What follows belongs to an exercise in optimizing a design on an open flow for small area, a short achievable clock period and few clock cycles; a production flow would make more cautious choices. In this exercise RTL edits were held to simulation tests only and were not proved equivalent to the original. Power figures rest on the tool's default switching activity, not on a simulated workload.

`flow/run.sh`:
```
#!/bin/bash
# synth_recipe.tcl (not shown) runs the flow's synth.tcl, then flattens the netlist and writes it again
# the make line also repeats each setting of config.mk as NAME=value (left out here)
make -C /OpenROAD-flow-scripts/flow DESIGN_CONFIG=/design/flow/config.mk WORK_HOME=/design/flow/orfs CLKGATE_MAP_FILE= SYNTH_SCRIPT=/design/flow/synth_recipe.tcl finish
```
`flow/config.mk`:
```
export PLATFORM = sky130hd
export DESIGN_NAME = bprs_core
export DESIGN_NICKNAME = bprs_core
export VERILOG_FILES = /design/flow/design.v
export SDC_FILE = /design/flow/constraint.sdc
export NUM_CORES = 8
export LEC_CHECK = 0
export CAP_MARGIN = 40
export CORE_MARGIN = 2
export CORE_UTILIZATION = 40
export PLACE_DENSITY = 0.55
export SLEW_MARGIN = 40
```
`flow/constraint.sdc`:
```
create_clock -name core_clock -period 14.0 [get_ports {clk}]
set_input_delay 2.8000 -clock core_clock [delete_from_list [all_inputs] [get_ports {clk}]]
set_output_delay 2.8000 -clock core_clock [all_outputs]
set_load 0.01 [all_outputs]
```
`flow/design.v`:
```
module bprs_core (
    input  wire        clk,
    input  wire        rst,
    input  wire        h_valid,
    input  wire        h_write,
    input  wire [7:0]  h_addr,
    input  wire [63:0] h_wdata,
    output wire        h_ready,
    output reg  [63:0] h_rdata,
    output reg         m_valid,
    output reg         m_write,
    output reg  [12:0] m_addr,
    output reg  [63:0] m_wdata,
    output reg  [7:0]  m_wstrb,
    input  wire        m_ready,
    input  wire [63:0] m_rdata
);
    localparam [3:0] ST_OK          = 4'd0;
    localparam [3:0] ST_CONFIG      = 4'd1;
    localparam [3:0] ST_SIZE        = 4'd2;
    localparam [3:0] ST_SHORT       = 4'd3;
    localparam [3:0] ST_ALIGN       = 4'd4;
    localparam [3:0] ST_UNSUPPORTED = 4'd5;
    localparam [3:0] ST_ILLEGAL     = 4'd6;
    localparam [3:0] ST_OVERLAP     = 4'd7;
    localparam [3:0] ST_BUS         = 4'd8;
    localparam [3:0] OP_ROTL   = 4'h1;
    localparam [3:0] OP_ROTR   = 4'h2;
    localparam [3:0] OP_SFOLD  = 4'h3;
    localparam [3:0] OP_VROTL  = 4'h4;
    localparam [3:0] OP_VROTR  = 4'h5;
    localparam [3:0] OP_VSFOLD = 4'h6;
    localparam [3:0] OP_VSHL   = 4'h7;
    localparam [3:0] OP_VGMSB  = 4'h8;
    localparam [3:0] OP_BPRSE  = 4'h9;
    localparam [3:0] OP_BPRSD  = 4'hA;
    localparam [3:0] OP_BPRVE  = 4'hB;
    localparam [3:0] OP_BPRVD  = 4'hC;
    localparam [3:0] S_IDLE = 4'd0;    
    localparam [3:0] S_F    = 4'd1;    
    localparam [3:0] S_P    = 4'd2;    
    localparam [3:0] S_PH   = 4'd3;    
    localparam [3:0] S_T1   = 4'd4;    
    localparam [3:0] S_T2   = 4'd5;    
    localparam [3:0] S_T3   = 4'd6;    
    localparam [3:0] S_SL   = 4'd7;    
    localparam [3:0] S_RUN  = 4'd8;    
    localparam [3:0] S_RD   = 4'd9;    
    reg [63:0]  xr [0:7];
    reg [63:0]  qr [0:7];       
    reg [7:0]   xz;
    reg [7:0]   qz;
    reg [3:0]   status;
    reg [3:0]   state;
    reg [31:0]  cmd;
    reg [3:0]   aq;             
    reg         hrdy;
    assign h_ready = hrdy;
    wire [3:0] op   = cmd[31:28];
    wire [1:0] wsel = cmd[27:26];
    wire       sgn  = cmd[25];
    wire [6:0] pw   = cmd[24:18];
    wire [2:0] rd   = cmd[17:15];
    wire [2:0] rs1  = cmd[14:12];
    wire [2:0] rs2  = cmd[11:9];
    wire [5:0] amt  = cmd[8:3];
    wire [6:0] wbits = 7'd8 << wsel;
    reg [31:0] fmt_mask;
    reg        op_valid;
    always @(*) begin
        op_valid = 1'b1;
        fmt_mask = 32'hFFFFFFFF;
        case (op)
            OP_ROTL, OP_ROTR:              fmt_mask = 32'hF3FC0E07;
            OP_SFOLD:                      fmt_mask = 32'hF1FC0FFF;
            OP_VROTL, OP_VROTR, OP_VSHL:   fmt_mask = 32'hF3FE4E07;
            OP_VSFOLD:                     fmt_mask = 32'hF1FE4FFF;
            OP_VGMSB:                      fmt_mask = 32'hF3FC4FFF;
            OP_BPRSE, OP_BPRSD,
            OP_BPRVE, OP_BPRVD:            fmt_mask = 32'hF00001FF;
            default:                       op_valid = 1'b0;
        endcase
    end
    wire illegal = !op_valid || ((cmd & fmt_mask) != {op, 28'd0});
    wire is_vec_class  = (op >= OP_VROTL && op <= OP_VGMSB) || op == OP_BPRVE || op == OP_BPRVD;
    wire is_transform  = (op >= OP_BPRSE && op <= OP_BPRVD);
    wire is_vtransform = (op == OP_BPRVE || op == OP_BPRVD);
    wire is_enc        = (op == OP_BPRSE || op == OP_BPRVE);
    wire is_vprim      = (op >= OP_VROTL && op <= OP_VGMSB);
    wire uses_amt      = (op == OP_ROTL || op == OP_ROTR || op == OP_VROTL || op == OP_VROTR || op == OP_VSHL);
    wire p_pow2  = (pw != 7'd0) && ((pw & (pw - 7'd1)) == 7'd0);
    wire p_legal = p_pow2 && (pw <= wbits);
    reg [2:0] lp;
    always @(*) begin
        case (pw)
            7'd1:  lp = 3'd0;
            7'd2:  lp = 3'd1;
            7'd4:  lp = 3'd2;
            7'd8:  lp = 3'd3;
            7'd16: lp = 3'd4;
            7'd32: lp = 3'd5;
            default: lp = 3'd6;
        endcase
    end
    wire [2:0] lw = {1'b0, wsel} + 3'd3;
    wire [2:0] lk = lw - lp;
    reg [3:0] st_simple;
    always @(*) begin
        st_simple = ST_OK;
        if (illegal)
            st_simple = ST_ILLEGAL;
        else if (is_vec_class && wsel == 2'd3)
            st_simple = ST_UNSUPPORTED;
        else if (uses_amt && ({1'b0, amt} >= wbits))
            st_simple = ST_CONFIG;
        else if (is_transform && !p_legal)
            st_simple = ST_CONFIG;
    end
    reg [3:0]  sl_cnt;          
    reg [1:0]  sl_pass;         
    reg  [7:0]  xs1h;           
    reg  [7:0]  qs1h;           
    reg         hsel_q;         
    reg  [63:0] xval, qval;
    integer rx;
    always @(*) begin
        xval = 64'd0;
        qval = 64'd0;
        for (rx = 0; rx < 8; rx = rx + 1) begin
            xval = xval | (xr[rx] & {64{xs1h[rx] && !xz[rx]}});
            qval = qval | (qr[rx] & {64{qs1h[rx] && !qz[rx]}});
        end
    end
    wire [63:0] hval = hsel_q ? qval : xval;
    wire [3:0]  hw_op = h_wdata[31:28];
    wire        hw_tr = (hw_op >= OP_BPRSE) && (hw_op <= OP_BPRVD);
    wire        hw_vp = (hw_op >= OP_VROTL) && (hw_op <= OP_VGMSB);
    wire [63:0] hval_c = (h_addr == 8'h88) ? {60'd0, status} : (h_addr == 8'h90) ? 64'd1 : 64'd0;
    wire [5:0]  wm1   = wbits[5:0] - 6'd1;
    wire [5:0]  ramt  = (op == OP_ROTR || op == OP_VROTR) ? ((6'd0 - amt) & wm1) : amt;
    reg  [5:0]  pr_amt;       
    reg  [3:0]  pr_w;         
    reg         pr_vec;       
    wire [63:0] wmask = pr_w[3] ? {64{1'b1}} : pr_w[2] ? 64'h00000000FFFFFFFF :
                        pr_w[1] ? 64'h000000000000FFFF : 64'h00000000000000FF;
    wire [63:0] p_src = pr_vec ? h_rdata : (h_rdata & wmask);
    reg [63:0] rs_st [0:6];
    integer ri, rk;
    always @(*) begin
        rs_st[0] = p_src;
        for (rk = 0; rk < 6; rk = rk + 1) begin
            for (ri = 0; ri < 64; ri = ri + 1) begin
                if (!pr_amt[rk])
                    rs_st[rk+1][ri] = rs_st[rk][ri];
                else
                    rs_st[rk+1][ri] = (pr_w[0] & rs_st[rk][(ri & ~7)  | ((ri - (1 << rk)) & 7)]) |
                                      (pr_w[1] & rs_st[rk][(ri & ~15) | ((ri - (1 << rk)) & 15)]) |
                                      (pr_w[2] & rs_st[rk][(ri & ~31) | ((ri - (1 << rk)) & 31)]) |
                                      (pr_w[3] & rs_st[rk][(ri - (1 << rk)) & 63]);
            end
        end
    end
    wire [63:0] p_rot = rs_st[6];
    reg [63:0] p_shm, p_fold;
    reg [7:0]  p_gm;
    integer fi;
    always @(*) begin
        for (fi = 0; fi < 64; fi = fi + 1) begin
            case (1'b1)
                pr_w[0]: begin
                    p_shm[fi]  = (fi[2:0] >= amt);
                    p_fold[fi] = p_src[fi] ^ (sgn && p_src[fi | 7] && (fi[2:0] != 3'd7));
                end
                pr_w[1]: begin
                    p_shm[fi]  = (fi[3:0] >= amt);
                    p_fold[fi] = p_src[fi] ^ (sgn && p_src[fi | 15] && (fi[3:0] != 4'd15));
                end
                pr_w[2]: begin
                    p_shm[fi]  = (fi[4:0] >= amt);
                    p_fold[fi] = p_src[fi] ^ (sgn && p_src[fi | 31] && (fi[4:0] != 5'd31));
                end
                default: begin
                    p_shm[fi]  = 1'b1;
                    p_fold[fi] = p_src[fi] ^ (sgn && p_src[63] && (fi != 63));
                end
            endcase
        end
        for (fi = 0; fi < 8; fi = fi + 1) begin
            if (pr_w[0])
                p_gm[fi] = p_src[fi*8 + 7];
            else if (pr_w[1])
                p_gm[fi] = (fi < 4) ? p_src[fi*16 + 15] : 1'b0;
            else
                p_gm[fi] = (fi < 2) ? p_src[fi*32 + 31] : 1'b0;
        end
    end
    reg [7:0] gm_lo;
    reg [63:0] p_res;
    always @(*) begin
        case (op)
            OP_SFOLD, OP_VSFOLD: p_res = p_fold;
            OP_VSHL:             p_res = p_rot & p_shm;
            OP_VGMSB:            p_res = (wsel == 2'd0) ? {48'd0, p_gm, gm_lo} :
                                         (wsel == 2'd1) ? {56'd0, p_gm[3:0], gm_lo[3:0]} :
                                                          {60'd0, p_gm[1:0], gm_lo[1:0]};
            default:             p_res = p_rot;
        endcase
    end
    wire [1:0]  lbytes = wsel;
    wire [6:0]  kmask  = (7'd1 << lk) - 7'd1;
    wire [4:0]  lmask  = (5'd16 >> lbytes) - 5'd1;
    wire [66:0] n_b    = {3'd0, h_rdata} << lbytes;       
    reg  [16:0] c_b;          
    reg         c_bbig;       
    reg         c_bnz;        
    reg         c_short, c_size, c_alsrc, c_sbig;
    reg  [16:0] c_src;
    reg  [17:0] c_sb;         
    reg  [17:0] c_smb;        
    reg         c_bus;
    wire [63:0] bmask  = {61'd0, 3'd7} >> (2'd3 - lbytes);
    wire        al_bad = is_vtransform ? (h_rdata[3:0] != 4'd0) : ((h_rdata & bmask) != 64'd0);
    wire        v_big  = (h_rdata[63:17] != 47'd0);
    wire [17:0] d_sb   = {1'b0, h_rdata[16:0]} + {1'b0, c_b};
    wire        d_over = d_sb[17] || (d_sb[16] && d_sb[15:0] != 16'd0);    
    wire [18:0] d_lo   = {2'b00, h_rdata[16:0]} - {c_smb[17], c_smb};         
    wire        ov_fast = (h_rdata[16:0] < c_sb[16:0] || c_sb[17]) && !d_lo[18] && (d_lo != 19'd0);
    reg [3:0] st_t3;
    reg       t3_slow;
    always @(*) begin
        st_t3   = ST_OK;
        t3_slow = 1'b0;
        if (c_short)
            st_t3 = ST_SHORT;
        else if (c_size)
            st_t3 = ST_SIZE;
        else if (c_alsrc || al_bad)
            st_t3 = ST_ALIGN;
        else if (c_bnz && (c_bbig || c_sbig || v_big))
            t3_slow = 1'b1;
        else if (c_bnz && ov_fast)
            st_t3 = ST_OVERLAP;
        else if (c_bus || (c_bnz && d_over))
            st_t3 = ST_BUS;
    end
    reg         sl_c;         
    reg  [7:0]  sl_r;         
    wire [7:0]  sl_a   = (sl_pass == 2'd1) ? 8'd0 : h_rdata[7:0];
    wire [7:0]  sl_b   = (sl_pass == 2'd1) ? h_rdata[7:0] : sl_r;
    wire [8:0]  sl_sum = {1'b0, sl_a} - {1'b0, sl_b} - {8'd0, sl_c};
    reg         e_enc, e_sgn;
    reg  [1:0]  e_ws;         
    reg  [2:0]  e_lp;         
    reg  [6:0]  e_k1h;        
    reg  [6:1]  lb_sn;        
    reg  [15:0] e_dst;
    reg  [16:0] e_sgb;        
    reg  [13:0] e_c;          
    reg  [13:0] e_nwo;        
    reg  [2:0]  e_fsh;        
    reg         e_prime;      
    reg  [2:0]  e_gb;         
    reg  [3:0]  e_endb;       
    reg         e_k1;         
    reg         e_big;        
    reg         e_lm;         
    reg  [6:0]  e_d;          
    reg  [6:0]  e_rt;         
    reg  [7:0]  e_lmask;      
    reg  [2:0]  e_trw;        
    reg  [5:0]  e_k;          
    reg         su_done;      
    reg  [2:0]  e_nlm1;       
    wire [2:0]  e_ad  = e_dst[2:0];
    reg [511:0] lb;           
    reg [63:0]  raw;   reg raw_v;
    reg [4:0]   raw_sh; reg [10:0] raw_mask; reg [2:0] raw_q; reg [2:0] raw_ls;    
    reg [63:0]  carry;
    reg [63:0]  rr;    reg rr_v;
    reg [63:0]  tt;    reg tt_v;
    reg [4:0]   pt_sh; reg [10:0] pt_mask; reg [2:0] pt_q; reg [2:0] pt_ls;    
    reg [12:0]  l_ptr   [0:7];
    reg [2:0]   l_fs    [0:7];
    reg         l_first [0:7];
    reg [6:0]   l_aux   [0:7];    
    reg         l_infl  [0:7];
    reg [3:0]   su_cnt;
    reg [16:0]  su_addr;
    reg [12:0]  s_ptr;
    reg [13:0]  s_left;
    reg         s_havec;
    reg [13:0]  s_made;
    reg [13:0]  cd;               
    reg [7:0]   pend;             
    reg [1:0]   fl_state;         
    reg         e_lastc;
    reg [19:0]  dx;               
    reg         wa_v;
    reg [2:0]   wa_s;
    reg [5:0]   wa_ps;
    reg [15:0]  wa_pa;
    reg         wa_part;
    reg         wa_full;
    reg         wd_v;
    reg [2:0]   wd_s;         
    reg [7:0]   wd_p;         
    reg [3:0]   wd_off;       
    reg [7:0]   wd_strb;
    reg [12:0]  wd_addr;
    reg         rs_act;
    reg         rs_cap;
    reg [5:0]   rs_s;
    reg         rs_part;
    reg [16:0]  rs_pa;
    reg [16:0]  rs_rb;            
    reg [3:0]   rs_cnt;
    reg         rs_wait;
    reg [13:0]  ow;               
    reg         s_lnz;            
    reg         s_mnd;            
    reg         ow_nd;            
    reg         ow_c;             
    reg         ow_last;          
    reg         ow_z;             
    reg         cd_nd;            
    reg         cd_last;          
    reg [511:0] lb_sh;
    integer bi;
    always @(*) begin
        for (bi = 0; bi < 512; bi = bi + 1) begin
            case (1'b1)
                !lb_sn[1]: lb_sh[bi] = ((bi % 256) >= 224) ? tt[(bi / 256) * 32 + (bi % 256) - 224] : lb[(bi + 32) % 512];
                !lb_sn[2]: lb_sh[bi] = ((bi % 128) >= 112) ? tt[(bi / 128) * 16 + (bi % 128) - 112] : lb[(bi + 16) % 512];
                !lb_sn[3]: lb_sh[bi] = ((bi % 64) >= 56)   ? tt[(bi / 64) * 8 + (bi % 64) - 56]     : lb[(bi + 8) % 512];
                !lb_sn[4]: lb_sh[bi] = ((bi % 32) >= 28)   ? tt[(bi / 32) * 4 + (bi % 32) - 28]     : lb[(bi + 4) % 512];
                !lb_sn[5]: lb_sh[bi] = ((bi % 16) >= 14)   ? tt[(bi / 16) * 2 + (bi % 16) - 14]     : lb[(bi + 2) % 512];
                default: lb_sh[bi] = ((bi % 8) >= 7)  ? tt[(bi / 8)] : lb[(bi + 1) % 512];
            endcase
        end
    end
    reg [63:0] ug;
    integer ui;
    always @(*) begin
        for (ui = 0; ui < 64; ui = ui + 1) begin
            case (1'b1)
                e_k1h[1]: ug[ui] = lb[(ui / 32) * 256 + (ui % 32)];
                e_k1h[2]: ug[ui] = lb[(ui / 16) * 128 + (ui % 16)];
                e_k1h[3]: ug[ui] = lb[(ui / 8) * 64 + (ui % 8)];
                e_k1h[4]: ug[ui] = lb[(ui / 4) * 32 + (ui % 4)];
                e_k1h[5]: ug[ui] = lb[(ui / 2) * 16 + (ui % 2)];
                default: ug[ui] = lb[ui * 8];
            endcase
        end
    end
    wire [2:0]  tr_w  = e_trw;
    wire [63:0] tr_in = e_enc ? rr : ug;
    reg  [63:0] tr_out;
    integer ti, tw_i, tp_i;
    always @(*) begin
        tr_out = tr_in;
        for (tw_i = 1; tw_i < 6; tw_i = tw_i + 1) begin
            for (tp_i = 0; tp_i < tw_i; tp_i = tp_i + 1) begin
                if (tr_w == tw_i && e_lp == tp_i) begin
                    for (ti = 0; ti < 64; ti = ti + 1)
                        tr_out[(((ti >> tp_i) & ((1 << (tw_i - tp_i)) - 1)) << (6 - tw_i + tp_i)) |
                               ((ti >> tw_i) << tp_i) | (ti & ((1 << tp_i) - 1))] = tr_in[ti];
                end
            end
        end
    end
    wire [63:0] rv_in;
    reg  [63:0] rv_out;
    integer vi;
    always @(*) begin
        for (vi = 0; vi < 64; vi = vi + 1) begin
            case (e_ws)
                2'd0: rv_out[vi] = rv_in[(vi & ~7)  | (7  - (vi & 7))];
                2'd1: rv_out[vi] = rv_in[(vi & ~15) | (15 - (vi & 15))];
                2'd2: rv_out[vi] = rv_in[(vi & ~31) | (31 - (vi & 31))];
                default: rv_out[vi] = rv_in[63 - vi];
            endcase
        end
    end
    reg  [63:0] rd_rev;
    integer di;
    always @(*) begin
        for (di = 0; di < 64; di = di + 1) begin
            case (e_ws)
                2'd0: rd_rev[di] = m_rdata[(di & ~7)  | (7  - (di & 7))];
                2'd1: rd_rev[di] = m_rdata[(di & ~15) | (15 - (di & 15))];
                2'd2: rd_rev[di] = m_rdata[(di & ~31) | (31 - (di & 31))];
                default: rd_rev[di] = m_rdata[63 - di];
            endcase
        end
    end
    reg          fn_dec;       
    reg          e_srcp;       
    reg  [2:0]   fn_sh;        
    reg          fn_z;         
    reg          e_dec;        
    wire [63:0]  fn_hi  = fn_dec ? rr : raw;
    wire [63:0]  fn_lo  = fn_z ? fn_hi : (fn_dec && !rr_v) ? rr : carry;    
    wire [127:0] fn_w   = {fn_hi, fn_lo} >> {fn_sh, 3'b000};
    wire [63:0]  fn_out = fn_w[63:0];
    wire [63:0] f_in   = e_srcp ? fn_out : tt;
    reg  [63:0] f_out;
    integer gi, gw, gb, gt;
    always @(*) begin
        for (gi = 0; gi < 64; gi = gi + 1) begin
            f_out[gi] = f_in[gi];
            for (gw = 0; gw < 4; gw = gw + 1) begin
                if (e_ws == gw) begin
                    gb = gi & ((8 << gw) - 1);       
                    gt = gi - gb;                     
                    f_out[gi] = (gb == (8 << gw) - 1) ? f_in[gi] :
                                (f_in[gt + (8 << gw) - 2 - gb] ^ (e_sgn & f_in[gt + (8 << gw) - 1]));
                end
            end
        end
    end
    wire [3:0]   x_off = wd_off;
    reg  [63:0]  x_hi;
    reg  [23:0]  x_lo;
    integer xi;
    always @(*) begin
        x_hi = 64'd0;
        x_lo = 24'd0;
        for (xi = 0; xi < 8; xi = xi + 1) begin
            x_hi = x_hi | (lb[xi*64 +: 64] & {64{wd_p[xi]}});
            x_lo = x_lo | (lb[((xi + 7) % 8)*64 + 40 +: 24] & {24{wd_p[xi]}});
        end
    end
    wire [119:0] x_v  = {x_hi, x_lo, x_lo[23:0], x_lo[7:0]};
    wire [119:0] x_w  = x_v >> {x_off, 3'b000};
    wire [63:0]  x_out = x_w[63:0];
    reg  [7:0] sb_in;
    reg  [7:0] sb_rev;
    integer sbi;
    always @(*) begin
        for (sbi = 0; sbi < 8; sbi = sbi + 1) begin
            case (e_ws)
                2'd0: sb_rev[sbi] = sb_in[sbi];
                2'd1: sb_rev[sbi] = sb_in[sbi ^ 1];
                2'd2: sb_rev[sbi] = sb_in[sbi ^ 3];
                default: sb_rev[sbi] = sb_in[sbi ^ 7];
            endcase
        end
    end
    wire [4:0]   ld_sh = raw_sh;
    reg  [87:0]  ld_bus;
    integer lj, lbb;
    always @(*) begin
        for (lj = 0; lj < 11; lj = lj + 1) begin
            ld_bus[lj*8 +: 8] = 8'd0;
            for (lbb = 0; lbb < 8; lbb = lbb + 1)
                if (lj - lbb + 8 == ld_sh)
                    ld_bus[lj*8 +: 8] = raw[lbb*8 +: 8];
        end
    end
    function [7:0] bmask_f;
        input [3:0] lo;
        input [3:0] hi;
        integer k;
        begin
            for (k = 0; k < 8; k = k + 1)
                bmask_f[k] = (k >= lo) && (k < hi);
        end
    endfunction
    function [2:0] ffs8;
        input [7:0] v;
        begin
            ffs8 = v[0] ? 3'd0 : v[1] ? 3'd1 : v[2] ? 3'd2 : v[3] ? 3'd3 :
                   v[4] ? 3'd4 : v[5] ? 3'd5 : v[6] ? 3'd6 : 3'd7;
        end
    endfunction
    reg  run_r;                       
    wire run       = run_r;
    wire port_free = !m_valid || m_ready;
    wire rd_out    = m_valid && !m_write;
    reg  [7:0] l_need, l_ready;           
    reg  [7:0] l_cross, l_flush;
    integer li;
    always @(*) begin
        for (li = 0; li < 8; li = li + 1) begin
            l_cross[li] = e_lmask[li] && ({1'b0, l_aux[li][5:0]} + e_d >= 7'd64);
            l_flush[li] = e_lmask[li] && (l_aux[li][5:3] > e_gb);
        end
    end
    wire [2:0] need_s = ffs8(l_need);
    wire [2:0] pend_s = ffs8(pend);
    wire [2:0]  pc_o   = rs_pa[2:0];
    wire [4:0]  pc_b   = rs_cnt[3] ? e_d[4:0] : {1'b0, e_d[4:1]};        
    wire [2:0]  pc_ts  = e_k1h[4] ? {rs_s[0], 2'b00} :
                         e_k1h[5] ? {rs_s[1:0], 1'b0} : rs_s[2:0];    
    wire [2:0]  pc_p   = e_k1h[4] ? rs_s[3:1] : e_k1h[5] ? rs_s[4:2] : rs_s[5:3];
    wire [4:0]  pc_end = {2'b00, pc_o} + pc_b;
    wire        pc_two = (pc_end > 5'd8);
    wire [3:0]  pc_skip = rs_cnt[3] ? 4'd0 : e_k1h[4] ? 4'd2 : 4'd1;
    wire [3:0]  pc_start = 4'd7 + {1'b0, pc_ts} + pc_skip;             
    reg        want_rd;
    reg [12:0] rd_addr;
    wire       s_lt3 = !((raw_v && rr_v && tt_v) || (raw_v && rr_v && rd_out) ||
                         (raw_v && tt_v && rd_out) || (rr_v && tt_v && rd_out));
    wire       s_lt2 = !((raw_v && rr_v) || (raw_v && rd_out) || (rr_v && rd_out));
    always @(*) begin
        want_rd = 1'b0;
        rd_addr = s_ptr;
        if (run) begin
            if (e_enc || e_k1) begin
                want_rd = s_lnz && (e_k1 ? s_lt2 : s_lt3);
            end else if (e_lm) begin
                want_rd = (l_need != 8'd0);
                rd_addr = l_ptr[need_s];
            end else begin
                want_rd = rs_act && !rs_wait;
                rd_addr = rs_pa[15:3] + {12'd0, rs_part};
            end
        end
    end
    reg  [4:0]  rq_sh;
    reg  [10:0] rq_mask;
    reg  [2:0]  rq_q;
    wire        rq_first = l_first[need_s];
    wire [2:0]  rq_fs    = l_fs[need_s];
    wire [6:0]  rq_vc    = d_cap ? (l_aux[need_s] - e_d) : l_aux[need_s];
    wire [2:0]  rq_vb    = rq_vc[5:3];
    wire [4:0]  pc_lim   = (pc_b > (5'd8 - {2'b00, pc_o})) ? (5'd8 - {2'b00, pc_o}) : pc_b;
    always @(*) begin
        rq_sh   = 5'd8;
        rq_mask = 11'd0;
        rq_q    = 3'd0;
        if (e_lm) begin
            rq_q = e_k1h[1] ? {need_s[0], 2'b00} : e_k1h[2] ? {need_s[1:0], 1'b0} : need_s;
            if (rq_first) begin
                rq_sh   = 5'd8 - {2'b00, rq_fs};
                rq_mask = {3'd0, bmask_f(4'd0, 4'd8 - {1'b0, rq_fs})};
            end else begin
                rq_sh   = 5'd8 + {2'b00, rq_vb};
                rq_mask = {3'd0, 8'hFF} << rq_vb;
            end
        end else begin
            rq_q = pc_p;
            if (!rs_part) begin
                rq_sh   = 5'd8 + {2'b00, pc_ts} - {2'b00, pc_o};
                rq_mask = {3'd0, bmask_f({1'b0, pc_ts}, {1'b0, pc_ts} + pc_lim[3:0])};
            end else begin
                rq_sh   = 5'd16 + {2'b00, pc_ts} - {2'b00, pc_o};
                rq_mask = {3'd0, bmask_f({1'b0, pc_ts} + 4'd8 - {1'b0, pc_o}, {1'b0, pc_ts} + pc_b[3:0])};
            end
        end
    end
    wire wr_wd   = run && e_enc && !e_k1 && wd_v;                  
    wire wr_out  = run && (!e_enc || e_k1) && ow_nd &&
                   (rr_v || (!e_k1 && ow_c));                       
    wire want_wr = wr_wd || wr_out;
    wire wr_sel  = want_wr && (e_enc || !want_rd);
    wire rd_sel  = want_rd && !wr_sel;
    wire wr_go   = port_free && wr_sel;
    wire rd_issue = port_free && rd_sel;
    wire src_path  = run && e_srcp;
    wire e_tt_free;
    wire s_rr_free = !rr_v || (!e_k1 && e_tr_go);
    wire s_raw_c   = src_path && raw_v && e_prime && !s_havec;      
    wire s_chunk   = src_path && raw_v && (!e_prime || s_havec) && s_rr_free;
    wire s_flush   = src_path && !raw_v && !s_lnz && !rd_out && s_mnd && s_rr_free;
    wire dep_ok    = !wd_v && !wa_v && (e_big ? !rs_act : (su_done && (pend == 8'd0) && (fl_state == 2'd0)));
    wire dep_go    = run && e_enc && !e_k1 && tt_v && dep_ok;
    assign e_tt_free = !tt_v || dep_go;
    wire e_tr_go   = run && e_enc && !e_k1 && rr_v && e_tt_free;
    wire d_rr_free = !rr_v;
    wire d_f_go    = run && fn_dec && tt_v && d_rr_free;
    wire d_tt_free = !tt_v || !rr_v;          
    wire d_cap     = run && fn_dec && d_tt_free && cd_nd &&
                     (e_big ? (rs_cap && (rs_cnt != 4'd0)) : (su_done && (l_ready == 8'hFF)));
    wire       wd_take = wr_go && wr_wd;
    wire       wd_free = !wd_v || wd_take;
    wire       wb_load = wa_v && wd_free;
    wire       wa_free = !wa_v || wb_load;
    wire       wa_load_l = run && e_enc && e_lm && (pend != 8'd0) && wa_free;
    wire       wa_load_p = run && e_enc && e_big && rs_act && wa_free;
    wire [2:0]  qc_o    = wa_pa[2:0];
    wire [4:0]  qc_b    = wa_full ? e_d[4:0] : {1'b0, e_d[4:1]};
    wire [2:0]  qc_ts   = e_k1h[4] ? {wa_ps[0], 2'b00} : e_k1h[5] ? {wa_ps[1:0], 1'b0} : wa_ps[2:0];
    wire [2:0]  qc_p    = e_k1h[4] ? wa_ps[3:1] : e_k1h[5] ? wa_ps[4:2] : wa_ps[5:3];
    wire [4:0]  qc_end  = {2'b00, qc_o} + qc_b;
    wire        qc_two  = (qc_end > 5'd8);
    wire [3:0]  qc_skip = wa_full ? 4'd0 : e_k1h[4] ? 4'd2 : 4'd1;
    wire [3:0]  qc_start = 4'd7 + {1'b0, qc_ts} + qc_skip;
    wire [2:0] nd_mpb = l_aux[wa_s][5:3];
    wire [3:0] nd_lo  = l_first[wa_s] ? {1'b0, l_fs[wa_s]} : 4'd0;
    wire [3:0] nd_hi  = (fl_state == 2'd1) ? ({1'b0, nd_mpb} - {1'b0, e_gb}) :
                        (e_lastc && (nd_mpb < e_gb)) ? (4'd8 - ({1'b0, e_gb} - {1'b0, nd_mpb})) : 4'd8;
    reg  [2:0] nd_p;
    reg  [3:0] nd_off;
    reg  [7:0] nd_strb;
    reg [12:0] nd_addr;
    always @(*) begin
        if (!e_big) begin
            nd_p    = e_k1h[1] ? {wa_s[0], 2'b11} : e_k1h[2] ? {wa_s[1:0], 1'b1} : wa_s;
            nd_off  = (fl_state == 2'd1) ? (4'd15 - {1'b0, nd_mpb}) : (4'd7 - {1'b0, nd_mpb});
            sb_in   = bmask_f(nd_lo, nd_hi);
            nd_addr = l_ptr[wa_s];
        end else begin
            nd_p    = qc_p;
            nd_off  = wa_part ? (qc_start + 4'd8 - {1'b0, qc_o}) : (qc_start - {1'b0, qc_o});
            sb_in   = wa_part ? bmask_f(4'd0, qc_end[3:0] - 4'd8) :
                                bmask_f({1'b0, qc_o}, qc_two ? 4'd8 : qc_end[3:0]);
            nd_addr = wa_pa[15:3] + {12'd0, wa_part};
        end
        nd_strb = sb_rev;
    end
    assign rv_in = e_k1 ? rr : x_out;
    wire       ld_go   = run && fn_dec && raw_v;
    wire [2:0] ld_ls   = raw_ls;
    wire [10:0] ld_mask = raw_mask;
    wire [2:0] ld_q    = raw_q;
    wire [6:0]  ld_v = l_aux[ld_ls] + (l_first[ld_ls] ? (7'd64 - {1'b0, l_fs[ld_ls], 3'b000}) : 7'd64);
    reg  [6:0]  la_nx [0:7];
    reg  [7:0]  inf_nx;
    reg  [7:0]  set_nx;
    reg  [19:0] dx_nx;
    integer ln;
    always @(*) begin
        dx_nx = dx;
        if (d_cap && e_lm)
            dx_nx = (dx > {13'd0, e_d}) ? (dx - {13'd0, e_d}) : 20'd0;
        for (ln = 0; ln < 8; ln = ln + 1) begin
            la_nx[ln]  = l_aux[ln];
            inf_nx[ln] = l_infl[ln];
            set_nx[ln] = (su_cnt > ln) || (su_cnt == ln && run && e_lm && !su_done);
            if (run && e_lm && !su_done && su_cnt == ln)
                la_nx[ln] = e_enc ? {1'b0, su_addr[2:0], 3'b000} : 7'd0;
            else if (dep_go && e_lm)
                la_nx[ln] = {1'b0, l_aux[ln][5:0] + e_d[5:0]};
            else if (ld_go && e_lm && ld_ls == ln)
                la_nx[ln] = ld_v;
            else if (d_cap && e_lm)
                la_nx[ln] = (l_aux[ln] >= e_d) ? (l_aux[ln] - e_d) : 7'd0;
            if (state == S_T3)
                inf_nx[ln] = 1'b0;
            if (rd_issue && fn_dec && e_lm && need_s == ln)
                inf_nx[ln] = 1'b1;
            if (ld_go && e_lm && ld_ls == ln)
                inf_nx[ln] = 1'b0;
        end
    end
    reg [511:0] lb_nx;
    integer pi, pj;
    always @(*) begin
        lb_nx = lb;
        if (dep_go || d_cap)
            lb_nx = lb_sh;
        else if (ld_go) begin
            for (pi = 0; pi < 8; pi = pi + 1)
                for (pj = 0; pj < 8; pj = pj + 1) begin
                    if (ld_q == pi && ld_mask[pj])
                        lb_nx[pi*64 + pj*8 +: 8] = ld_bus[pj*8 +: 8];
                    else if (pj < 3 && ld_q + 3'd1 == pi && ld_mask[8 + pj])
                        lb_nx[pi*64 + pj*8 +: 8] = ld_bus[64 + pj*8 +: 8];
                end
        end
    end
    wire [7:0]  ow_strb = bmask_f(ow_z ? {1'b0, e_ad} : 4'd0, ow_last ? e_endb : 4'd8);
    wire e_fin = run && !want_rd && !want_wr && !wd_v && !wa_v && (pend == 8'd0) && !rs_act &&
                 ((e_enc && !e_k1) ? (e_big ? (!cd_nd && !rs_act) : (fl_state == 2'd2))
                                   : !ow_nd) && port_free;
    reg  [7:0]  hwx, hwq;
    reg  [7:0]  xw_en, qw_en;
    reg  [63:0] w_data;
    always @(*) begin
        xw_en  = 8'd0;
        qw_en  = 8'd0;
        w_data = p_res;
        if (state == S_IDLE) begin
            w_data = h_wdata;
            xw_en  = hwx;
            qw_en  = hwq;
        end else if (state == S_P) begin
            if (!is_vprim)
                xw_en[rd] = 1'b1;
            else if (op != OP_VGMSB)
                qw_en[{rd[1:0], 1'b0}] = 1'b1;
        end else if (state == S_PH) begin
            if (op == OP_VGMSB)
                xw_en[rd] = 1'b1;
            else
                qw_en[{rd[1:0], 1'b1}] = 1'b1;
        end
    end
    integer i;
    always @(posedge clk) begin
        for (i = 0; i < 8; i = i + 1) begin
            if (xw_en[i]) xr[i] <= w_data;
            if (qw_en[i]) qr[i] <= w_data;
        end
    end
    always @(posedge clk) begin
        if (rst) begin
            state   <= S_IDLE;
            hrdy    <= 1'b0;
            status  <= ST_OK;
            xz      <= 8'hFF;
            qz      <= 8'hFF;
            hwx     <= 8'd0;
            hwq     <= 8'd0;
            run_r   <= 1'b0;
            m_valid <= 1'b0;
            m_write <= 1'b0;
            raw_v   <= 1'b0;
            rr_v    <= 1'b0;
            tt_v    <= 1'b0;
            wd_v    <= 1'b0;
            wa_v    <= 1'b0;
        end else begin
            xz <= xz & ~xw_en;
            qz <= qz & ~qw_en;
            hwx <= (state == S_IDLE && !hrdy && h_valid && h_write && h_addr[7:6] == 2'b00) ? (8'd1 << h_addr[5:3]) : 8'd0;
            hwq <= (state == S_IDLE && !hrdy && h_valid && h_write && h_addr[7:6] == 2'b01) ? (8'd1 << h_addr[5:3]) : 8'd0;
            case (state)
                S_IDLE: begin
                    if (!hrdy)
                        h_rdata <= hval_c;    
                    cmd    <= h_wdata[31:0];
                    xs1h   <= 8'd1 << (h_addr[7] ? (hw_tr ? h_wdata[11:9] : h_wdata[14:12]) : h_addr[5:3]);
                    qs1h   <= 8'd1 << (h_addr[7] ? {h_wdata[13:12], 1'b0} : h_addr[5:3]);
                    hsel_q <= h_addr[7] ? hw_vp : h_addr[6];
                    if (hrdy) begin
                        hrdy <= 1'b0;
                    end else if (h_valid) begin
                        if (h_write && h_addr == 8'h80) begin
                            state  <= S_F;
                            run_r  <= 1'b0;
                        end else if (!h_write && h_addr < 8'h80) begin
                            state  <= S_RD;
                        end else begin
                            hrdy <= 1'b1;
                        end
                    end
                end
                S_F: begin
                    h_rdata <= hval;
                    xs1h    <= 8'd1 << rs1;
                    qs1h    <= 8'd1 << {rs1[1:0], 1'b1};
                    pr_amt  <= ramt;
                    pr_w    <= 4'd1 << wsel;
                    pr_vec  <= is_vprim;
                    if (st_simple != ST_OK) begin
                        status <= st_simple;
                        hrdy   <= 1'b1;
                        state  <= S_IDLE;
                    end else if (is_transform)
                        state <= S_T1;
                    else
                        state <= S_P;
                end
                S_P: begin
                    if (is_vprim) begin
                        gm_lo   <= p_gm;
                        h_rdata <= hval;           
                        state   <= S_PH;
                    end else begin
                        status <= ST_OK;
                        hrdy   <= 1'b1;
                        state  <= S_IDLE;
                    end
                end
                S_PH: begin
                    status <= ST_OK;
                    hrdy   <= 1'b1;
                    state  <= S_IDLE;
                end
                S_T1: begin
                    c_b     <= n_b[16:0];
                    c_bbig  <= (n_b[66:17] != 50'd0);
                    c_bnz   <= (h_rdata != 64'd0);
                    c_short <= is_vtransform && (n_b < 67'd16);
                    c_size  <= ((h_rdata[6:0] & kmask) != 7'd0) ||
                               (is_vtransform && ((h_rdata[4:0] & lmask) != 5'd0));
                    h_rdata <= hval;               
                    hsel_q  <= 1'b0;
                    xs1h    <= 8'd1 << rd;
                    state   <= S_T2;
                end
                S_T2: begin
                    c_src   <= h_rdata[16:0];
                    c_sbig  <= v_big;
                    c_alsrc <= al_bad;
                    c_sb    <= d_sb;
                    c_smb   <= {1'b0, h_rdata[16:0]} - {1'b0, c_b};
                    c_bus   <= c_bnz && (c_bbig || v_big || d_over);
                    h_rdata <= hval;               
                    state   <= S_T3;
                end
                S_T3: begin
                    xs1h    <= 8'd1 << rs1;
                    sl_cnt  <= 4'd0;
                    sl_pass <= 2'd0;
                    sl_c    <= 1'b0;
                    if (t3_slow)
                        state <= S_SL;
                    else begin
                        status <= st_t3;
                        if (st_t3 != ST_OK || !c_bnz) begin
                            hrdy  <= 1'b1;
                            state <= S_IDLE;
                        end else
                            begin state <= S_RUN; run_r <= 1'b1; end
                    end
                end
                S_SL: begin
                    sl_cnt <= sl_cnt + 4'd1;
                    sl_r   <= xval[sl_cnt[2:0]*8 +: 8];
                    if (sl_pass == 2'd3) begin
                        h_rdata <= h_rdata >> lbytes;
                        sl_pass <= 2'd2;
                        sl_cnt  <= 4'd0;
                    end else if (sl_pass == 2'd1 || sl_cnt != 4'd0) begin
                        h_rdata <= {sl_sum[7:0], h_rdata[63:8]};
                        sl_c    <= sl_sum[8];
                        if (sl_cnt == ((sl_pass == 2'd1) ? 4'd7 : 4'd8)) begin
                            sl_cnt <= 4'd0;
                            sl_c   <= 1'b0;
                            xs1h <= 8'd1 << rs2;
                            if (sl_pass == 2'd0)
                                sl_pass <= sl_sum[8] ? 2'd1 : 2'd3;
                            else if (sl_pass == 2'd1)
                                sl_pass <= 2'd3;
                            else begin
                                status <= sl_sum[8] ? ST_OVERLAP : ST_BUS;
                                hrdy   <= 1'b1;
                                state  <= S_IDLE;
                            end
                        end
                    end
                end
                S_RD: begin
                    h_rdata <= hval;
                    hrdy    <= 1'b1;
                    state   <= S_IDLE;
                end
                S_RUN: begin
                    if (e_fin) begin
                        hrdy  <= 1'b1;
                        state <= S_IDLE;
                        run_r <= 1'b0;
                    end
                end
                default: state <= S_IDLE;
            endcase
            if (state == S_T3) begin
                e_enc   <= is_enc;
                e_sgn   <= sgn;
                e_ws    <= wsel;
                e_lp    <= lp;
                e_k1h   <= 7'd1 << lk;
                lb_sn   <= ~(6'd1 << (lk - 3'd1));
                e_dst   <= h_rdata[15:0];
                e_sgb   <= c_b >> lk;
                e_c     <= (c_b + 17'd7) >> 3;
                e_nwo   <= ({14'd0, h_rdata[2:0]} + c_b + 17'd7) >> 3;
                e_fsh   <= (lk == 3'd0) ? (c_src[2:0] - h_rdata[2:0]) : c_src[2:0];
                e_prime <= (lk == 3'd0) ? (c_src[2:0] > h_rdata[2:0]) : (c_src[2:0] != 3'd0);
                e_endb  <= (((h_rdata[2:0] + c_b[2:0]) & 3'd7) == 3'd0) ? 4'd8 : {1'b0, (h_rdata[2:0] + c_b[2:0]) & 3'd7};
                e_gb    <= ((3'd0 - c_b[2:0]) & 3'd7) >> lk;
                s_ptr   <= c_src[15:3];
                s_left  <= ({14'd0, c_src[2:0]} + c_b + 17'd7) >> 3;
                s_havec <= 1'b0;
                s_made  <= 14'd0;
                cd      <= 14'd0;
                pend    <= 8'd0;
                fl_state <= 2'd0;
                e_lastc <= 1'b0;
                su_cnt  <= 4'd0;
                su_addr <= is_enc ? {1'b0, h_rdata[15:0]} : c_src;
                rs_act  <= !is_enc && lk[2];
                rs_cap  <= 1'b0;
                rs_s    <= 6'd0;
                rs_part <= 1'b0;
                rs_pa   <= c_src;
                rs_rb   <= is_enc ? {1'b0, h_rdata[15:0]} : c_src;
                rs_cnt  <= (is_enc || (((c_b + 17'd7) >> 3) >= 17'd8)) ? 4'd8 : ((c_b + 17'd7) >> 3);
                rs_wait <= 1'b0;
                ow      <= 14'd0;
                s_lnz   <= 1'b1;
                s_mnd   <= 1'b1;
                ow_nd   <= 1'b1;
                ow_c    <= 1'b0;
                ow_last <= ((({14'd0, h_rdata[2:0]} + c_b + 17'd7) >> 3) == 17'd1);
                ow_z    <= 1'b1;
                cd_nd   <= 1'b1;
                cd_last <= (((c_b + 17'd7) >> 3) == 17'd1);
                e_k1    <= (lk == 3'd0);
                fn_dec  <= !is_enc && (lk != 3'd0);
                e_srcp  <= is_enc || (lk == 3'd0);
                e_dec   <= !is_enc;
                fn_sh   <= (lk == 3'd0) ? (c_src[2:0] - h_rdata[2:0]) : is_enc ? c_src[2:0] : (3'd0 - h_rdata[2:0]);
                fn_z    <= ((lk == 3'd0) ? (c_src[2:0] - h_rdata[2:0]) : is_enc ? c_src[2:0] : (3'd0 - h_rdata[2:0])) == 3'd0;
                e_big   <= lk[2];
                e_lm    <= (lk != 3'd0) && !lk[2];
                e_d     <= 7'd64 >> lk;
                e_rt    <= (lk == 3'd3) ? 7'd8 : 7'd32;
                e_lmask <= (lk == 3'd1) ? 8'h03 : (lk == 3'd2) ? 8'h0F : (lk == 3'd3) ? 8'hFF : 8'h00;
                e_nlm1  <= (lk == 3'd1) ? 3'd1 : (lk == 3'd2) ? 3'd3 : 3'd7;
                e_trw   <= is_enc ? lw : (3'd6 - lk);
                e_k     <= (lk == 3'd4) ? 6'd15 : (lk == 3'd5) ? 6'd31 : 6'd63;
                su_done <= 1'b0;
            end
            if (run && e_lm && !su_done) begin
                for (i = 0; i < 8; i = i + 1)
                    if (su_cnt == i) begin
                        l_ptr[i]   <= su_addr[15:3];
                        l_fs[i]    <= su_addr[2:0];
                        l_first[i] <= 1'b1;
                    end
                su_addr <= su_addr + e_sgb;
                su_cnt  <= su_cnt + 4'd1;
                su_done <= (su_cnt[2:0] == e_nlm1);
            end
            for (i = 0; i < 8; i = i + 1) begin
                l_aux[i]  <= la_nx[i];
                l_infl[i] <= inf_nx[i];
                l_need[i] <= run && !e_enc && e_lm && e_lmask[i] && set_nx[i] && !inf_nx[i] &&
                             (la_nx[i] < e_rt) && ((dx_nx[19:7] != 13'd0) || (la_nx[i] < dx_nx[6:0]));
                l_ready[i] <= !e_lmask[i] || (set_nx[i] && !inf_nx[i] &&
                              ((la_nx[i] >= e_d) || ((dx_nx[19:7] == 13'd0) && (la_nx[i] >= dx_nx[6:0]))));
            end
            dx <= (state == S_T3) ? ({c_b, 3'b000} >> lk) : dx_nx;
            if (port_free) begin
                if (wr_go) begin
                    m_valid <= 1'b1;
                    m_write <= 1'b1;
                    if (wr_wd) begin
                        m_addr  <= wd_addr;
                        m_wdata <= rv_out;
                        m_wstrb <= wd_strb;
                    end else begin
                        m_addr  <= e_dst[15:3] + ow[12:0];
                        m_wdata <= e_k1 ? (e_enc ? rv_out : rr) : fn_out;
                        m_wstrb <= ow_strb;
                    end
                end else if (rd_issue) begin
                    m_valid <= 1'b1;
                    m_write <= 1'b0;
                    m_addr  <= rd_addr;
                    pt_sh   <= rq_sh;
                    pt_mask <= rq_mask;
                    pt_q    <= rq_q;
                    pt_ls   <= need_s;
                end else begin
                    m_valid <= 1'b0;
                end
            end
            if (m_valid && m_ready && !m_write) begin
                raw      <= e_dec ? rd_rev : m_rdata;
                raw_sh   <= pt_sh;
                raw_mask <= pt_mask;
                raw_q    <= pt_q;
                raw_ls   <= pt_ls;
            end
            if (rd_issue && e_srcp) begin
                s_ptr  <= s_ptr + 13'd1;
                s_left <= s_left - 14'd1;
                s_lnz  <= (s_left != 14'd1);
            end
            if (s_raw_c) begin
                carry   <= raw;
                s_havec <= 1'b1;
            end
            if (s_chunk || s_flush) begin
                carry  <= raw;
                rr     <= f_out;
                s_made <= s_made + 14'd1;
                s_mnd  <= (s_made + 14'd1 != (e_k1 ? e_nwo : e_c));
            end
            if (e_tr_go || d_cap)
                tt <= tr_out;
            lb <= lb_nx;
            if (dep_go || d_cap) begin
                cd      <= cd + 14'd1;
                cd_nd   <= !cd_last;
                cd_last <= (cd + 14'd2 == e_c);
            end
            if (dep_go) begin
                if (e_lm) begin
                    pend <= l_cross;
                    if (cd_last)
                        e_lastc <= 1'b1;
                end else begin
                    if (rs_cnt == 4'd1 || cd_last) begin
                        rs_act  <= 1'b1;
                        rs_s    <= 6'd0;
                        rs_part <= 1'b0;
                        rs_pa   <= rs_rb;
                        rs_cnt  <= 4'd8 - rs_cnt + 4'd1;
                    end else
                        rs_cnt <= rs_cnt - 4'd1;
                end
            end
            if (wa_load_l || wa_load_p) begin
                wa_v    <= 1'b1;
                wa_s    <= pend_s;
                wa_ps   <= rs_s;
                wa_pa   <= rs_pa[15:0];
                wa_part <= rs_part;
                wa_full <= rs_cnt[3];
            end else if (wb_load)
                wa_v <= 1'b0;
            if (wa_load_l)
                pend[pend_s] <= 1'b0;
            if (wb_load) begin
                wd_v    <= 1'b1;
                wd_s    <= wa_s;
                wd_p    <= 8'd1 << nd_p;
                wd_off  <= nd_off;
                wd_strb <= nd_strb;
                wd_addr <= nd_addr;
            end else if (wd_take)
                wd_v <= 1'b0;
            if (wd_take && e_lm) begin
                for (i = 0; i < 8; i = i + 1)
                    if (wd_s == i) begin
                        l_ptr[i]   <= wd_addr + 13'd1;
                        l_first[i] <= 1'b0;
                    end
            end
            if (run && e_enc && e_lm && e_lastc && pend == 8'd0 && !wa_v && !wd_v && fl_state == 2'd0) begin
                fl_state <= 2'd1;
                pend     <= l_flush;
            end else if (run && e_enc && e_lm && fl_state == 2'd1 && pend == 8'd0 && !wa_v && !wd_v) begin
                fl_state <= 2'd2;
            end
            if (wa_load_p) begin
                if (!rs_part && pc_two)
                    rs_part <= 1'b1;
                else begin
                    rs_part <= 1'b0;
                    rs_s    <= rs_s + 6'd1;
                    rs_pa   <= rs_pa + e_sgb;
                    if (rs_s == e_k) begin
                        rs_act <= 1'b0;
                        rs_rb  <= rs_rb + {10'd0, e_d};
                        rs_cnt <= 4'd8;
                    end
                end
            end
            if (rd_issue && fn_dec) begin
                if (e_lm) begin
                    for (i = 0; i < 8; i = i + 1)
                        if (need_s == i) begin
                            l_ptr[i]  <= rd_addr + 13'd1;
                        end
                end else begin
                    if (!rs_part && pc_two)
                        rs_part <= 1'b1;
                    else begin
                        rs_part <= 1'b0;
                        rs_s    <= rs_s + 6'd1;
                        rs_pa   <= rs_pa + e_sgb;
                        if (rs_s == e_k)
                            rs_wait <= 1'b1;
                    end
                end
            end
            if (ld_go && e_lm) begin
                for (i = 0; i < 8; i = i + 1)
                    if (ld_ls == i) begin
                        l_first[i] <= 1'b0;
                    end
            end
            if (run && fn_dec && e_big && rs_wait && !rd_out && !raw_v) begin
                rs_wait <= 1'b0;
                rs_act  <= 1'b0;
                rs_cap  <= 1'b1;
            end
            if (d_cap) begin
                if (e_lm) begin
                end else begin
                    rs_cnt <= rs_cnt - 4'd1;
                    if (rs_cnt == 4'd1) begin
                        rs_cap <= 1'b0;
                        rs_rb  <= rs_rb + {10'd0, e_d};
                        if (!cd_last) begin
                            rs_act  <= 1'b1;
                            rs_s    <= 6'd0;
                            rs_part <= 1'b0;
                            rs_pa   <= rs_rb + {10'd0, e_d};
                            rs_cnt  <= ((e_c - cd - 14'd1) >= 14'd8) ? 4'd8 : (e_c[3:0] - cd[3:0] - 4'd1);
                        end
                    end
                end
            end
            if (d_f_go) begin
                rr    <= f_out;
                carry <= rr;
            end
            if (wr_go && wr_out) begin
                ow      <= ow + 14'd1;
                ow_nd   <= (ow + 14'd1 != e_nwo);
                ow_c    <= (ow + 14'd1 == e_c);
                ow_last <= (ow + 14'd2 == e_nwo);
                ow_z    <= 1'b0;
            end
            raw_v <= (m_valid && m_ready && !m_write) ||
                     (raw_v && !(s_raw_c || s_chunk || ld_go));
            rr_v  <= (s_chunk || s_flush || d_f_go) ||
                     (rr_v && !(e_tr_go || (wr_go && wr_out)));
            tt_v  <= (e_tr_go || d_cap) || (tt_v && !(dep_go || d_f_go));
        end
    end
endmodule
```
==> results of run 1 <==
flip-flops by register name, summed over array words and instances, names as in the netlist, 104 cells and up:
register	count
lb	512
qr	512
xr	512
l_ptr	104
worst max-delay path, stage by stage, from the launching register on:
cell and delay, ns:
edfxtp_1 0.32, buf_4 0.36, inv_1 0.33, nor2_1 0.46, a22o_1 0.20, a32oi_1 0.05, a21oi_1 0.25, inv_1 0.09
ha_1 0.29, and2_1 0.17, fa_1 0.46, xor2_4 0.57, o21ai_0 0.19, o22a_1 0.21, o21ai_0 0.47, ha_1 0.34
nor2b_1 0.13, o21ai_0 0.15, o21ai_0 0.11, nor2_1 0.15, o21a_1 0.14, nor2_1 0.04, a211oi_1 0.35, o21ai_0 0.16
metrics by stage:
stage	instances	utilization, %	cell area (um2)	hold WS [ns]
finish	29660	45.39	234500	0.3923
global route	29440	45.28	233900	0.4030
CTS	29300	45.05	232700	0.3935
detailed placement	28670	42.91	221700	0.4052
global placement	28600	42.53	219700	0.4027
floorplan	22530	-	207400	0.4003
final timing paths:
path	endpoint	from	depth (start not counted)	slack, ns
max	l_ready[5]	raw_ls[0]	23	7.68
min	raw_mask[5]	pt_mask[5]	0	0.39
max reg2reg	l_ready[5]	raw_ls[0]	23	7.68
min reg2reg	raw_mask[5]	pt_mask[5]	0	0.39
synthesized netlist by cell type (all sizes together) (103+ instances only):
master  number
a22o       134
o21ai     1776
nor2b      140
and3       103
o221ai     121
nand3      542
o211ai     255
xor2       228
buf        468
mux2       248
nor2      2355
a21o       109
o22ai      288
mux4       224
a211oi     234
nand2b     135
clkbuf    1690
a21oi     2039
a31oi      138
inv        471
nor3       240
ha         529
nand4      158
xnor2      420
mux2i     2001
a221oi     280
edfxtp    2705
and2       106
a22oi     1027
nand2     1975
kinds of logic (layout without fill, tap and decap cells):
logic type / count (synthesis) / count (layout)
compound gates: 7283 / 7283
flops: 2761 / 2761
fa+ha+maj: 575 / 575
simple gates: 6139 / 6139
mux: 2473 / 2473
buf+inv: 2646 / 2546
other cells: 0 / 315
xor+xnor: 648 / 648
final cells by class:
type,count,share of cell area (%)
tap,6916,3.690
clock buffer,394,3.751
multi-input combinational,17120,49.98
sequential,2761,35.12
antenna,315,0.3362
inverter,488,0.7935
clock inverter,233,0.9738
timing repair buffer,1431,5.351
per-layer routing:
layer,part of all wire (%),track usage (%)
met2,42,69.36
met1,34,55.24
met4,12,44.48
met3,12,16.97
met5,0.040,0.7144
power groups by stage:
stage | clock network, W | logic [W] | registers (W)
4_1_cts | 0.00912 | 0.00521 | 0.0102
5_1_grt | 0.00944 | 0.00552 | 0.0102
3_5_place_dp | 0 | 0.00518 | 0.0103
3_3_place_gp | 0 | 0.00511 | 0.0103
2_1_floorplan | 0 | 0.00272 | 0.0102
6_report | 0.00913 | 0.00535 | 0.0102
==> impl_metrics.tcl, run 1 <==
set metrics [dict create \
    drive_gt1_share_pct 12.00 \
    grt_pass1_wl_um 1728000 \
    wl_per_cell_um 44.02 \
    seqPwrFrac_pct 41.2 \
    period_minus_slack_ns 6.320 \
    synth_top_area_cell "edfxtp_1" \
    cts_setup_buffers 0 \
    synth_top_family_by_area "compound AO/OA/AOI/OAI gates" \
    drt_iter0_markers 35160 \
    holdBufCountCts 0 \
    status "timing/DRC/antenna clean" \
    p_sw_share_pct 33.58 \
    synth_ff_type "edfxtp_1" \
    grt_max_degree 203 \
    wirelength_um 1305000 \
    start_kind "flip-flop" \
    place_ws_ns 6.903 \
    synth_compound_area_share_pct 22.50 \
    cap_violations 0 \
    synth-seq-cells 2761 \
    clock_sinks 2761 \
    syn_to_final_growth_pct 13.06 \
    synth_edf_count 2705 \
    mostFrequentLayoutCells "2705 x edfxtp_1, 2305 x nor2_1, 1994 x a21oi_1" \
    cp.required_ns 14.73 \
    boundaryPins 293 \
    drt_pre_antenna_iters 22 \
    io_buffers 292 \
    leakagePower_nw 85.46 \
    ant_nets 0 \
    syn_area_mm2 0.2074 \
    place_hpwl_um 922000 \
    yosysSeqAreaShare_pct 39.71 \
    final-seq-area_mm2 0.08236 \
    postLayoutSetupSlackWorst_ns 7.680 \
    netSwitchingPower_w 0.008277 \
    path_max_fanout 29 \
    clock_path_buffers 4 \
    fillers 49940 \
    fmax_mhz 158.2 \
    vias 211200 \
    drc 0 \
    grt_setup_unrepaired "no" \
    grt_usage_pct 47.97 \
    yosys-top-cells-area "edfxtp_1 39%, mux2i_1 9.7%, a21oi_1 4.9%, nor2_1 4.3%, o21ai_0 4.2%" \
    hold_viol 0 \
    multi_input_area_mm2 0.1172 \
    syn_inst 22530 \
    slew_violations 0 \
    dieArea_mm2 0.5243 \
    initial_core_util_pct 40.15 \
    finClkSkew_ns 0.1441 \
    power_density_mw_per_mm2 105.1 \
    grt.overflow.total 0 \
    clk-insertion-delay-late_ns 1.11 \
    numCtsBuffers 341 \
    crit_arrival_ns 7.05 \
    gp_routability_congestion 1.098 \
    async_flop_share_pct 0 \
    final_common_cell "edfxtp_1" \
    pwr-share-comb_pct 21.7 \
    die_w_um 724.1 \
    synth.net_count 23240 \
    nets 22850 \
    relSlewSlack_pct 25.40 \
    ys_types 120 \
    synth_area_per_cell_um2 9.207 \
    grt_antenna_before_repair 179 \
    htree_levels 5 \
    synthXorXnorAreaFrac_pct 2.747 \
    grt_pass1_vias 187200 \
    synth_top_area_share_pct 39.17 \
    finalSetupViolCount 0 \
    muxShareOfSynthArea_pct 13.44 \
    viasPerCell 7.123 \
    power_w 0.02464 \
    synthSimpleGateAreaFrac_pct 13.07 \
    worstMarginPinSlew_ns 1.119 \
    irDropWorstVdd_uv 156.5 \
    setup_tns_ns 0 \
    ys_warn_count 90 \
    cts_resized 0 \
    die_h_um 724.1 \
    internal_power_w 0.01637 \
    synth_adder_area_share_pct 3.616 \
    tritoncts "yes" \
    critPathCaptureType "flip-flop" \
    hold_class "reg2reg" \
    fp-row-count 264 \
    core_mm2 0.5166 \
    cts_root_buf "clkbuf_16" \
    worstSetupPathType "reg2reg" \
    clk_pin_slew_ns 0.06 \
    p_clk_share_pct 37.0 \
    period_share_pct 45.15 \
]
Testbench counts, summed over its fixed seeds: cycles 30,281.
==> inputs of run 2 (changes only) <==
--- a/flow/design.v
+++ b/flow/design.v
@@ -398,7 +398,7 @@
     reg  [2:0]   fn_sh;        
     reg          fn_z;         
     reg          e_dec;        
-    wire [63:0]  fn_hi  = fn_dec ? rr : raw;
+    wire [63:0]  fn_hi  = e_srcp ? raw : rr;
     wire [63:0]  fn_lo  = fn_z ? fn_hi : (fn_dec && !rr_v) ? rr : carry;    
     wire [127:0] fn_w   = {fn_hi, fn_lo} >> {fn_sh, 3'b000};
     wire [63:0]  fn_out = fn_w[63:0];
@@ -614,7 +614,6 @@
     wire [2:0] ld_ls   = raw_ls;
     wire [10:0] ld_mask = raw_mask;
     wire [2:0] ld_q    = raw_q;
-    wire [6:0]  ld_v = l_aux[ld_ls] + (l_first[ld_ls] ? (7'd64 - {1'b0, l_fs[ld_ls], 3'b000}) : 7'd64);
     reg  [6:0]  la_nx [0:7];
     reg  [7:0]  inf_nx;
     reg  [7:0]  set_nx;
@@ -633,7 +632,7 @@
             else if (dep_go && e_lm)
                 la_nx[ln] = {1'b0, l_aux[ln][5:0] + e_d[5:0]};
             else if (ld_go && e_lm && ld_ls == ln)
-                la_nx[ln] = ld_v;
+                la_nx[ln] = l_aux[ln] + (l_first[ln] ? (7'd64 - {1'b0, l_fs[ln], 3'b000}) : 7'd64);
             else if (d_cap && e_lm)
                 la_nx[ln] = (l_aux[ln] >= e_d) ? (l_aux[ln] - e_d) : 7'd0;
             if (state == S_T3)
==> run 2 against run 1 <==
The layout now fails its checks (antenna violations). Utilization fell by 0.24 points. Largest power group unchanged. Non-clock buffer count fell by 99. Register-to-register slack improved by 0.11 ns. Total power fell by 1.4%. Die area barely moved. Synthesized cell count fell by 0.35%. Critical path depth fell by 10. Highest routed layer unchanged. Synthesized area barely moved. Critical endpoint is now tt[43].
==> impl_metrics.tcl, run 2 <==
set metrics [dict create \
    ys_types 109 \
    reg_top3 "lb (512), qr (512), xr (512)" \
    start_kind "flip-flop" \
    tritoncts "yes" \
    cp_slowest_cell "nand2_1" \
    nets 22710 \
    drive_gt1_share_pct 11.18 \
    netlist_top_cells_count "2705 x edfxtp_1, 2262 x nor2_1, 2047 x nand2_1, 1997 x a21oi_1, 1961 x mux2i_1" \
    die_w_um 723.8 \
    hold_viol 0 \
    relSlewSlack_pct 24.81 \
    clock_path_buffers 4 \
    drt_iter0_markers 34590 \
    so.violations "antenna violations" \
    grt_usage_pct 46.12 \
    synth_edf_count 2705 \
    wirelength_um 1256000 \
    worstSetupPathType "reg2reg" \
    yosys-top-cells-area "edfxtp_1 39%, mux2i_1 9.5%, a21oi_1 4.8%, nor2_1 4.1%, o21ai_0 4.0%" \
    yosysSeqAreaShare_pct 39.73 \
    p_clk_share_pct 37.0 \
    crit_arrival_ns 6.98 \
    finClkSkew_ns 0.1008 \
    mostFrequentLayoutCells "2705 x edfxtp_1, 2219 x nor2_1, 2007 x nand2_1" \
    ys_warn_count 90 \
    core_mm2 0.5166 \
    cap_violations 0 \
    drc 0 \
    power_density_mw_per_mm2 104.2 \
    status "finished with violations" \
    grt_setup_unrepaired "no" \
    dp.cells 28500 \
    grt_max_degree 191 \
    setup_tns_ns 0 \
    htree_levels 5 \
    syn_area_mm2 0.2072 \
    ant_nets 1 \
    die_h_um 723.8 \
    grt_pass1_wl_um 1670000 \
    holdBufCountCts 0 \
    fmax_mhz 161.0 \
    finalSetupViolCount 0 \
    cp_num_buf_inv 3 \
    cp_common_cell "buf_4" \
    syn_inst 22450 \
    fin_cells 29490 \
    cp.depth 13 \
    min_path_cells 0 \
    grt_pass1_vias 184900 \
    drt_pre_antenna_iters 14 \
    synth_top_area_share_pct 39.19 \
    boundaryPins 293 \
    viasPerCell 7.098 \
    io_buffers 292 \
    pwr-share-comb_pct 21.2 \
    period_share_pct 44.37 \
    period_minus_slack_ns 6.211 \
    leakagePower_nw 85.90 \
    path_max_fanout 47 \
    synth_top_area_cell "edfxtp_1" \
    crit_family "compound AO/OA/AOI/OAI gates" \
    cts_root_buf "clkbuf_16" \
    critPathCaptureType "flip-flop" \
    critical-path-max-stage-delay_ns 0.82 \
    internal_power_w 0.01630 \
    wl_per_cell_um 42.59 \
    numCtsBuffers 337 \
    hold_class "reg2reg" \
    synth.net_count 23190 \
    place_hpwl_um 888000 \
    cts_setup_buffers 0 \
    fp-row-count 264 \
    cts_resized 0 \
    worstMarginPinSlew_ns 1.128 \
    grt.overflow.total 0 \
    async_flop_share_pct 0 \
    grt_antenna_before_repair 171 \
    vias 209300 \
    cp.required_ns 14.76 \
    netSwitchingPower_w 0.007991 \
    irDropWorstVdd_uv 246.7 \
    yosysMostFrequentCell "edfxtp_1" \
    p_sw_share_pct 32.89 \
    dieArea_mm2 0.5239 \
    seqPwrFrac_pct 41.8 \
    clk-insertion-delay-late_ns 1.10 \
    clk_pin_slew_ns 0.06 \
    reg2reg_depth 13 \
    gp_routability_congestion 1.095 \
    synth-seq-cells 2761 \
    initial_core_util_pct 40.12 \
    synth_area_per_cell_um2 9.233 \
    synth_ff_type "edfxtp_1" \
    slew_violations 0 \
    clock_sinks 2761 \
    final_common_cell "edfxtp_1" \
    syn_to_final_growth_pct 12.55 \
    worstPathCellList "buf_4 > buf_4 > or2_2 > nand2_1 > a31oi_1 > buf_4 > o21ai_0 > o21ai_0 > o211ai_1 > a221oi_1 > a2111oi_0 > a211o_1 > a21oi_1" \
]
[run 2: cell count changes in the layout (fill, tap and decap cells not counted), moves of 36 or more]
| cell | delta |
|---|---|
| buf_4 | -115 |
| o221a_2 | -43 |
| a21oi_1 | -36 |
| a31oi_1 | +53 |
| mux2i_1 | -45 |
| o211ai_1 | +57 |
| nor2_1 | -86 |
| nand2_1 | +74 |
| a22oi_1 | -36 |
| o22ai_1 | -44 |
| o21ai_0 | -77 |
[run 2: path summary, 6_finish.rpt]
check / from / to / slack (ns)
max: e_d[5] / tt[43] / 7.79
min: pt_ls[2] / raw_ls[2] / 0.41
max reg2reg: e_d[5] / tt[43] / 7.79
min reg2reg: pt_ls[2] / raw_ls[2] / 0.41
[run 2: final cells by class]
class	instances	area, um2
Clock buffer	415	8956
Inverter	455	1730
Clock inverter	202	1874
Tap cell	6916	8653
Timing Repair Buffer	1332	11780
Fill cell	49710	283400
Antenna cell	325	813.3
Sequential cell	2761	82360
Multi-Input combinational cell	17080	117100
[run 2: power groups by stage]
stage               clock, W  sequential (W)  combinational [W]
floorplan                  0          0.0102            0.00266
global placement           0          0.0103            0.00489
detailed placement         0          0.0103            0.00496
CTS                  0.00897          0.0101            0.00498
global route         0.00926          0.0102            0.00532
finish               0.00899          0.0102            0.00515
[run 2: worst register-to-register path: stages, from the launching register on]
cell and delay [ns]:
edfxtp_1 0.47, buf_4 0.50, buf_4 0.77, or2_2 0.81, nand2_1 0.83, a31oi_1 0.41
buf_4 0.29, o21ai_0 0.11, o21ai_0 0.20, o211ai_1 0.11, a221oi_1 0.34, a2111oi_0 0.12
a211o_1 0.32, a21oi_1 0.66
[run 2: kinds of logic (layout without fill, tap and decap cells)]
family,Yosys count,after routing,share of synthesized area (%)
AO/OA/AOI/OAI,7176,7176,22.13
XOR/XNOR,686,686,2.908
adder cells (fa/ha/maj),606,606,3.834
buffers and inverters,2606,2404,4.825
flip-flops,2761,2761,39.73
multiplexers,2440,2440,13.35
other,0,325,0
AND/OR/NAND/NOR,6172,6172,13.22
[run 2: routing by layer]
layer	share of wire (%)	track usage, %	up-vias
li1	-	-	84290
met1	34	52.89	101600
met2	42	66.68	17910
met3	12	16.50	5408
met4	12	43.14	46
met5	0.036	0.05496	-
[run 2: metrics by stage]
step	power (W)	utilization, %	cell area [um2]	worst slack [ns]	hold slack [ns]
after floorplan	0.01288	-	207200	2.303	0.4003
after global placement	0.01521	42.34	218800	6.991	0.4010
after detailed placement	0.01528	42.72	220700	7.253	0.4045
after CTS	0.02410	44.82	231500	8.083	0.4131
after global routing	0.02474	45.02	232600	7.674	0.4145
final	0.02430	45.15	233300	7.789	0.4137
Testbench counts of run 2, summed over its fixed seeds: cycles 30,281.

==> separate check: timing with driven ports <==
The flow's constraints put no driver on any port. The routed layouts listed below were extracted and timed again, unchanged, in two steps. Step 1 assumes that a clkbuf_16 drives the clock port and a buf_2 every other input. Step 2, shift: input delay + t, output delay - t, t = (earliest + latest rising clock arrival at the registers) / 2. This alone moves slack from input paths to output paths. Slacks: no drivers / after step 1 / after step 2; pairs: no drivers / after step 1.
run	t (ns)	setup WS [ns]	clock arrival spread, ns	pins driven straight from the clock port
run 1	1.173	7.680 / 7.680 / 7.404	0.159 / 0.159	1
run 2	1.196	7.789 / 7.789 / 6.965	0.118 / 0.119	1
For run 2, which loses most, drivers alone change the setup slack by 0.000 ns; drivers and shift together by -0.824 ns.
